What follows belongs to an exercise in optimizing a design on an open flow for small area, a short achievable clock period and few clock cycles; a production flow would make more cautious choices. Only simulation tests tie the RTL to the original design; equivalence was not proved. Power is estimated from default activity; no workload was simulated.

==> run A: inputs <==
==> flow/design.v (excerpt) <==
module ca_core (
    input  wire        clk,
    input  wire        rst,
    output wire        imem_en,
    output wire [9:0]  imem_addr,
    input  wire [47:0] imem_rdata,
    output reg         dmem_en,
    output reg         dmem_we,
    output reg  [9:0]  dmem_addr,
    output reg  [31:0] dmem_wdata,
    input  wire [31:0] dmem_rdata,
    input  wire        in_valid,
    input  wire [31:0] in_tick,
    input  wire [20:0] in_char,
    output wire        in_ack,
    output wire        out_valid,
    output wire [20:0] out_data,
    output reg         halted,
    output reg         faulted,
    output reg  [2:0]  fault_code,
    output reg  [31:0] tick,
    output reg  [31:0] icount
);
make LEC_CHECK=0 CAP_MARGIN=20 CORE_MARGIN=2 CORE_UTILIZATION=40 SLEW_MARGIN=20 finish   # period 15.0 ns
run.sh (not shown) runs the stock make flow with config.mk's settings and CLKGATE_MAP_FILE= SYNTH_SCRIPT=/design/flow/synth_recipe.tcl, a recipe that flattens the netlist after the stock synthesis.
==> run K (differences from run A) <==
--- a/flow/design.v
+++ b/flow/design.v
@@ -43,10 +43,16 @@
     wire [5:0]  lz_r  = lzc32(r);
     wire [5:0]  lz_d  = lzc32(d);
     wire [5:0]  shamt = lz_d - lz_r;
     wire        a_small = (lz_r > lz_d);           
     wire [32:0] diff  = {1'b0, r} - {1'b0, d};
+    wire        qb1   = ~diff[32];
+    wire [31:0] r1    = qb1 ? diff[31:0] : r;
+    wire [31:0] d_h   = {1'b0, d[31:1]};
+    wire [32:0] diff2 = {1'b0, r1} - {1'b0, d_h};
+    wire        qb2   = ~diff2[32];
+    wire [31:0] r2    = qb2 ? diff2[31:0] : r1;
     wire [31:0] pnew  = r + (d & {32{q[0]}}) + ({d[30:0], 1'b0} & {32{q[1]}})
                           + ({d[29:0], 2'b0} & {32{q[2]}}) + ({d[28:0], 3'b0} & {32{q[3]}});
     wire        mul_last = (q[31:4] == 28'd0);
     always @(posedge clk) begin
         if (rst) begin
@@ -83,15 +89,25 @@
                     cnt <= shamt[4:0];
                     st  <= U_DIV;
                 end
             end
             U_DIV: begin
-                if (!diff[32]) r <= diff[31:0];
-                q   <= {q[30:0], ~diff[32]};
-                cnt <= cnt - 5'd1;
-                if (cnt == 5'd0) st <= U_WB;
-                else             d  <= {1'b0, d[31:1]};
+                if (cnt == 5'd0) begin
+                    r  <= r1;
+                    q  <= {q[30:0], qb1};
+                    st <= U_WB;
+                end else begin
+                    r   <= r2;
+                    q   <= {q[29:0], qb1, qb2};
+                    cnt <= cnt - 5'd2;
+                    if (cnt == 5'd1) begin
+                        d  <= d_h;
+                        st <= U_WB;
+                    end else begin
+                        d  <= {2'b0, d[31:2]};
+                    end
+                end
             end
             U_WB: begin
                 cv <= 1'b1;
                 st <= U_IDLE;
             end
@@ -148,24 +164,33 @@
     localparam [2:0] E_IDLE = 3'd0,    
                      E_LD   = 3'd1,    
                      E_IRET = 3'd2,    
                      E_MD   = 3'd3,    
                      E_INT2 = 3'd4,    
-                     E_INT3 = 3'd5;    
+                     E_INT3 = 3'd5,    
+                     E_PUSH = 3'd6;    
     reg [31:0] r1, r2, r3, r4;
     reg [31:0] sp;
     reg [31:0] pc;                 
     reg        ie;
     reg        in_intr;
     reg        latch_full;
     reg [20:0] latch_char;
     reg [9:0]  fpc;                
+    reg        btb_v;              
+    reg [9:0]  btb_pc;             
+    reg [9:0]  btb_tgt;            
+    reg        d_pred;             
+    reg        e_pred;             
+    reg        e_t;                
     reg        dv;                 
     reg        ev;                 
     reg [4:0]  op;
     reg [2:0]  f_out;
     reg [31:0] a_val, b_val;       
+    reg        a_zero;             
+    reg        pc_bad;             
     reg        ir_legal;
     reg        ir_single;          
     reg [2:0]  es;
     reg        due_r;              
     reg        due_stale;          
@@ -212,17 +237,19 @@
     wire [31:0] w_a_val = (rf_we && f_out == w_a1 && w_a1 != 3'd0) ? rf_wdata :
                           rd(w_a1, r1, r2, r3, r4, sp);
     wire [31:0] w_b_reg = (rf_we && f_out == w_a2 && w_a2 != 3'd0) ? rf_wdata :
                           rd(w_a2, r1, r2, r3, r4, sp);
     wire [31:0] w_b_val = imem_rdata[36] ? imem_rdata[31:0] : w_b_reg;
-    wire        pc_bad  = (pc[31:10] != 22'd0);
+    wire z1 = (r1 == 32'd0), z2 = (r2 == 32'd0), z3 = (r3 == 32'd0), z4 = (r4 == 32'd0), zs = (sp == 32'd0);
+    wire w_a_zero = (rf_we && f_out == w_a1 && w_a1 != 3'd0) ? (rf_wdata == 32'd0) :
+                    rd(w_a1, {31'd0, z1}, {31'd0, z2}, {31'd0, z3}, {31'd0, z4}, {31'd0, zs}) != 32'd0 || w_a1 == 3'd0 || w_a1 > 3'd5;
     wire [31:0] pc_inc  = {21'd0, {1'b0, pc[9:0]} + 11'd1};
     wire        b_ok    = (b_val[31:10] == 22'd0);
     wire        sp_ok   = (sp[31:10] == 22'd0);
     wire [31:0] sp_adj  = sp + {{31{es != E_IRET}}, 1'b1};
-    wire        push_ok = (sp_adj[31:10] == 22'd0);
-    wire        a_zero  = (a_val == 32'd0);
+    wire        push_ok = ((sp[31:10] == 22'd0) && (sp[9:0] != 10'd0)) || (sp == 32'd1024);
+    wire [9:0]  push_addr = sp[9:0] - 10'd1;
     wire chk      = (es == E_IDLE) && !done;
     wire due_ok   = due_r && !due_stale && !no_chk;
     wire drop     = chk && in_intr && due_ok;
     wire take_int = chk && !in_intr && ie && due_ok;
     wire go       = chk && ev && (no_chk || (!due_stale && !(due_r && (in_intr || ie))));
@@ -233,11 +260,13 @@
     wire is_br   = (op == OP_JMP) || (op == OP_JE) || (op == OP_JNE);
     wire f_arith = is_div && (b_val == 32'd0);
     wire f_io    = (op == OP_IN) && !latch_full;
     wire f_memd  = ((op == OP_LD || op == OP_SV) && !b_ok) || (op == OP_IRET && !sp_ok);
     wire ok      = x && !f_arith && !f_io && !f_memd;
-    wire redirect = x && br_take;
+    wire taken    = x && br_take;
+    wire redirect = x && (is_br ? (br_take != e_pred) : e_pred);
+    wire [9:0] redirect_addr = br_take ? b_val[9:0] : pc_inc[9:0];
     wire        md_done;
     wire [31:0] md_result;
     ca_divider u_div (
         .clk       (clk),
         .rst       (rst),
@@ -250,12 +279,14 @@
         .result    (md_result)
     );
     wire fin = (ok && ir_single) || (es == E_LD) || (es == E_IRET) || (es == E_MD && md_done);
     wire adv = (go && ir_single) || (es == E_LD) || (es == E_MD && md_done);
     assign imem_en   = redirect || !dv || !ev || adv;
-    assign imem_addr = redirect ? b_val[9:0] : fpc;
-    wire flush = take_int || (es == E_INT2) || (es == E_INT3) || (es == E_IRET);
+    wire [9:0] req_addr = redirect ? redirect_addr : fpc;
+    wire       req_pred = btb_v && (req_addr == btb_pc);
+    assign imem_addr = req_addr;
+    wire flush = take_int || (es == E_PUSH) || (es == E_INT2) || (es == E_INT3) || (es == E_IRET);
     assign rf_we = (ok && (is_alu || op == OP_IN)) || (es == E_LD) || (es == E_MD && md_done);
     wire        alu_sub = (op != OP_ADD);
     wire [32:0] alu_sum = {a_val, 1'b1} + {b_val ^ {32{alu_sub}}, alu_sub};
     wire [31:0] alu_res = alu_sum[32:1];
     assign rf_wdata = (es == E_LD) ? dmem_rdata :
@@ -265,11 +296,11 @@
         if (rf_we && f_out == 3'd1) r1 <= rf_wdata;
         if (rf_we && f_out == 3'd2) r2 <= rf_wdata;
         if (rf_we && f_out == 3'd3) r3 <= rf_wdata;
         if (rf_we && f_out == 3'd4) r4 <= rf_wdata;
     end
-    wire push = take_int && push_ok;
+    wire push = (es == E_PUSH);
     always @(posedge clk) begin
         if (rst)
             sp <= 32'd1023;
         else if (push || es == E_IRET)
             sp <= sp_adj;
@@ -283,11 +314,11 @@
         dmem_addr  = b_val[9:0];
         dmem_wdata = a_val;
         if (push) begin
             dmem_en    = 1'b1;
             dmem_we    = 1'b1;
-            dmem_addr  = sp_adj[9:0];
+            dmem_addr  = push_addr;
             dmem_wdata = pc;
         end else if (es == E_INT2) begin
             dmem_en    = 1'b1;
             dmem_addr  = 10'd0;
         end else if (x && op == OP_IRET) begin
@@ -298,20 +329,25 @@
             dmem_we    = (op == OP_SV) && b_ok;
         end
     end
     assign out_valid = ok && (op == OP_OUT);
     assign out_data  = b_val[20:0];
+    wire [31:0] pc_d = (es == E_IRET || es == E_INT3) ? dmem_rdata :
+                       taken ? b_val :
+                       fin ? pc_inc : pc;
     wire [31:0] tick_p1 = tick + 32'd1;
     wire [2:0]  tinc    = (es == E_INT3) ? 3'd4 :
-                          (((redirect && op != OP_JMP) || es == E_IRET) ? 3'd2 : 3'd1);
+                          (((taken && op != OP_JMP) || es == E_IRET) ? 3'd2 : 3'd1);
     wire c0 = (in_tick <= tick);
     wire c1 = (in_tick <= tick_p1);
     always @(posedge clk) begin
         if (rst) begin
             es         <= E_IDLE;
             pc         <= 32'd0;
+            pc_bad     <= 1'b0;
             fpc        <= 10'd0;
+            btb_v      <= 1'b0;
             dv         <= 1'b0;
             ev         <= 1'b0;
             ie         <= 1'b0;
             in_intr    <= 1'b0;
             latch_full <= 1'b0;
@@ -332,50 +368,57 @@
                 dv <= 1'b0;
             else if (imem_en)
                 dv <= 1'b1;
             if (es == E_IRET || es == E_INT3)
                 fpc <= dmem_rdata[9:0];
-            else if (redirect)
-                fpc <= b_val[9:0] + 10'd1;
             else if (imem_en)
-                fpc <= fpc + 10'd1;
+                fpc <= req_pred ? btb_tgt : req_addr + 10'd1;
+            if (imem_en)
+                d_pred <= req_pred;
+            if (taken && !e_pred && e_t && b_val[31:10] == 22'd0) begin
+                btb_v   <= 1'b1;
+                btb_pc  <= pc[9:0];
+                btb_tgt <= b_val[9:0];
+            end
             if (flush || redirect) begin
                 ev <= 1'b0;
             end else if (!ev || adv) begin
                 ev       <= dv;
+                e_pred   <= d_pred;
+                e_t      <= imem_rdata[36];
                 op       <= imem_rdata[47:43];
                 f_out    <= imem_rdata[42:40];
                 a_val    <= w_a_val;
+                a_zero   <= w_a_zero;
                 b_val    <= w_b_val;
                 ir_legal <= legal_word(imem_rdata);
                 ir_single <= w_single;
             end
             due_r     <= in_valid && (adv ? c1 : c0);
             due_stale <= in_ack;
             if (fin || es == E_INT3)
                 tick <= tick + {29'd0, tinc};
-            if (fin) begin
+            if (fin)
                 icount <= icount + 32'd1;
-                if (!redirect && es != E_IRET)
-                    pc <= pc_inc;
-            end
-            if (redirect)
-                pc <= b_val;
+            pc     <= pc_d;
+            pc_bad <= (pc_d[31:10] != 22'd0);
             if (take_int) begin
                 if (!push_ok) begin
                     faulted    <= 1'b1;
                     fault_code <= F_MEMD;
                 end else begin
-                    latch_full <= 1'b1;
-                    latch_char <= in_char;
-                    es         <= E_INT2;
+                    es         <= E_PUSH;
                 end
             end
+            if (push) begin
+                latch_full <= 1'b1;
+                latch_char <= in_char;
+                es         <= E_INT2;
+            end
             if (es == E_INT2)
                 es <= E_INT3;
             if (es == E_INT3) begin
-                pc      <= dmem_rdata;
                 in_intr <= 1'b1;
                 ie      <= 1'b0;
                 es      <= E_IDLE;
             end
             if (go) begin
@@ -408,11 +451,10 @@
                 end
             end
             if (es == E_LD)
                 es <= E_IDLE;
             if (es == E_IRET) begin
-                pc      <= dmem_rdata;
                 in_intr <= 1'b0;
                 ie      <= 1'b1;
                 es      <= E_IDLE;
             end
             if (es == E_MD && md_done)
==> flow/flow/run.sh (new file) <==
#!/bin/bash
set -euo pipefail
bash standard.sh SETUP_SLACK_MARGIN=8.5 finish > standard.log 2>&1
==> flow/standard.sh (new file) <==
#!/bin/bash
# synth_recipe.tcl (not shown) runs the flow's synth.tcl, then flattens the netlist and writes it again
# the make line also repeats each setting of config.mk as NAME=value (left out here)
make -C /OpenROAD-flow-scripts/flow DESIGN_CONFIG=/design/flow/config.mk WORK_HOME=/design/flow/orfs CLKGATE_MAP_FILE= SYNTH_SCRIPT=/design/flow/synth_recipe.tcl "${@:-finish}"
CORE_UTILIZATION = 55   (was 40)
removed: flow/run.sh
==> run notes <==
- In this run, placement finished with an instance count of between 6000 and 7000.
- The run finished with no timing, DRC or antenna violations.
- The mux contribution to synthesized area is 5.169%.
- The effective utilization at floorplan is 40.36%.
- Along the worst path, the maximum fanout reaches 45.
(the above is from run A)
==> run notes <==
- The flow ran to the end and the layout has no timing, DRC or antenna violations.
- Once the floorplan was initialized, standard cells occupied 55.38% of the core.
- Along the worst path, the maximum fanout reaches 44.
- The portion of synthesized area spent on multiplexers is ~4.7%.
(the above is from run K)
Testbench counts of run A, summed over its fixed seeds: cycles 31,178.
Testbench counts of run K, summed over its fixed seeds: cycles 26,875.

---

==> inputs of run F <==
ca_core, a different RTL version from the one above (not shown whole).
==> flow/design.v (excerpt) <==
module ca_core (
    input  wire        clk,
    input  wire        rst,
    output wire        imem_en,
    output wire [9:0]  imem_addr,
    input  wire [47:0] imem_rdata,
    output reg         dmem_en,
    output reg         dmem_we,
    output reg  [9:0]  dmem_addr,
    output reg  [31:0] dmem_wdata,
    input  wire [31:0] dmem_rdata,
    input  wire        in_valid,
    input  wire [31:0] in_tick,
    input  wire [20:0] in_char,
    output wire        in_ack,
    output wire        out_valid,
    output wire [20:0] out_data,
    output reg         halted,
    output reg         faulted,
    output reg  [2:0]  fault_code,
    output reg  [31:0] tick,
    output reg  [31:0] icount
);
Settings: LEC_CHECK=0, CAP_MARGIN=20, CORE_MARGIN=2, CORE_UTILIZATION=40, SLEW_MARGIN=20; clock period 15.0 ns.
standard.sh (not shown) runs the stock make flow with config.mk's settings and CLKGATE_MAP_FILE= SYNTH_SCRIPT=/design/flow/synth_recipe.tcl, a recipe that flattens the netlist after the stock synthesis.
==> flow/flow/run.sh <==
#!/bin/bash
set -euo pipefail
bash standard.sh SETUP_SLACK_MARGIN=9.5 finish > standard.log 2>&1
==> run P: changes against run F <==
--- a/flow/design.v
+++ b/flow/design.v
@@ -187,10 +187,11 @@
     reg        dv;                 
     reg        ev;                 
     reg [4:0]  op;
     reg [2:0]  f_out;
     reg [31:0] a_val, b_val;       
+    reg        a_zero;             
     reg        pc_bad;             
     reg        ir_legal;
     reg        ir_single;          
     reg [2:0]  es;
     reg        due_r;              
@@ -238,17 +239,19 @@
     wire [31:0] w_a_val = (rf_we && f_out == w_a1 && w_a1 != 3'd0) ? rf_wdata :
                           rd(w_a1, r1, r2, r3, r4, sp);
     wire [31:0] w_b_reg = (rf_we && f_out == w_a2 && w_a2 != 3'd0) ? rf_wdata :
                           rd(w_a2, r1, r2, r3, r4, sp);
     wire [31:0] w_b_val = imem_rdata[36] ? imem_rdata[31:0] : w_b_reg;
+    wire z1 = (r1 == 32'd0), z2 = (r2 == 32'd0), z3 = (r3 == 32'd0), z4 = (r4 == 32'd0), zs = (sp == 32'd0);
+    wire w_a_zero = (rf_we && f_out == w_a1 && w_a1 != 3'd0) ? (rf_wdata == 32'd0) :
+                    rd(w_a1, {31'd0, z1}, {31'd0, z2}, {31'd0, z3}, {31'd0, z4}, {31'd0, zs}) != 32'd0 || w_a1 == 3'd0 || w_a1 > 3'd5;
     wire [31:0] pc_inc  = {21'd0, {1'b0, pc[9:0]} + 11'd1};
     wire        b_ok    = (b_val[31:10] == 22'd0);
     wire        sp_ok   = (sp[31:10] == 22'd0);
     wire [31:0] sp_adj  = sp + {{31{es != E_IRET}}, 1'b1};
     wire        push_ok = ((sp[31:10] == 22'd0) && (sp[9:0] != 10'd0)) || (sp == 32'd1024);
     wire [9:0]  push_addr = sp[9:0] - 10'd1;
-    wire        a_zero  = (a_val == 32'd0);
     wire chk      = (es == E_IDLE) && !done;
     wire due_ok   = due_r && !due_stale && !no_chk;
     wire drop     = chk && in_intr && due_ok;
     wire take_int = chk && !in_intr && ie && due_ok;
     wire go       = chk && ev && (no_chk || (!due_stale && !(due_r && (in_intr || ie))));
@@ -385,10 +388,11 @@
                 e_pred   <= d_pred;
                 e_t      <= imem_rdata[36];
                 op       <= imem_rdata[47:43];
                 f_out    <= imem_rdata[42:40];
                 a_val    <= w_a_val;
+                a_zero   <= w_a_zero;
                 b_val    <= w_b_val;
                 ir_legal <= legal_word(imem_rdata);
                 ir_single <= w_single;
             end
             due_r     <= in_valid && (adv ? c1 : c0);
==> flow/flow/run.sh (replaced) <==
#!/bin/bash
set -euo pipefail
bash standard.sh SETUP_SLACK_MARGIN=9 finish > standard.log 2>&1
==> notes <==
Run P went through all stages and came out clean. Run F finished with timing, DRC and antenna clean. Between run F and run P, the lower worst setup slack is in run F (gap 0.24 ns). In sequential power, run F and run P hardly differ. Of run P and run F, run P has the higher register-to-register slack (gap 0.24 ns). Between run F and run P, the lower total power is in run P (gap 6.3%, measured against run P).
Testbench counts of run F, summed over its fixed seeds: cycles 26,875.
Testbench counts of run P, summed over its fixed seeds: cycles 26,875.

-- static timing again, ports no longer ideal --
No port has a modelled driver above. Below, the same layouts with a new extraction and two added sets of constraints. Step 1 sets driving cells, clkbuf_16 on the clock port and buf_2 on the other inputs (assumed; they add their load-dependent delay and slew). Step 2 times the ports against the registers' clock, not the clock port: input delays grow and output delays shrink by t, the midpoint of the rising clock arrivals with the driver on. Three values: ideal, step 1, step 2; two values: the first two.
run	t, ns	setup WS [ns]	hold WS [ns]	worst setup path after step 2	pins driven straight from the clock port
run A	0.734	5.011 / 4.929 / 5.663	0.479 / 0.479 / 0.479	register to output	1
run K	0.787	8.325 / 8.325 / 7.969	0.427 / 0.427 / 0.427	input to register	1
run F	0.752	8.304 / 8.304 / 8.304	0.457 / 0.457 / 0.457	register to register	1
run P	0.770	8.544 / 8.544 / 8.325	0.421 / 0.421 / 0.421	input to register	1
After both steps every run listed still meets setup and hold. The setup slack of run K, which loses most, moves by 0.000 ns with the drivers and by -0.356 ns with both steps.
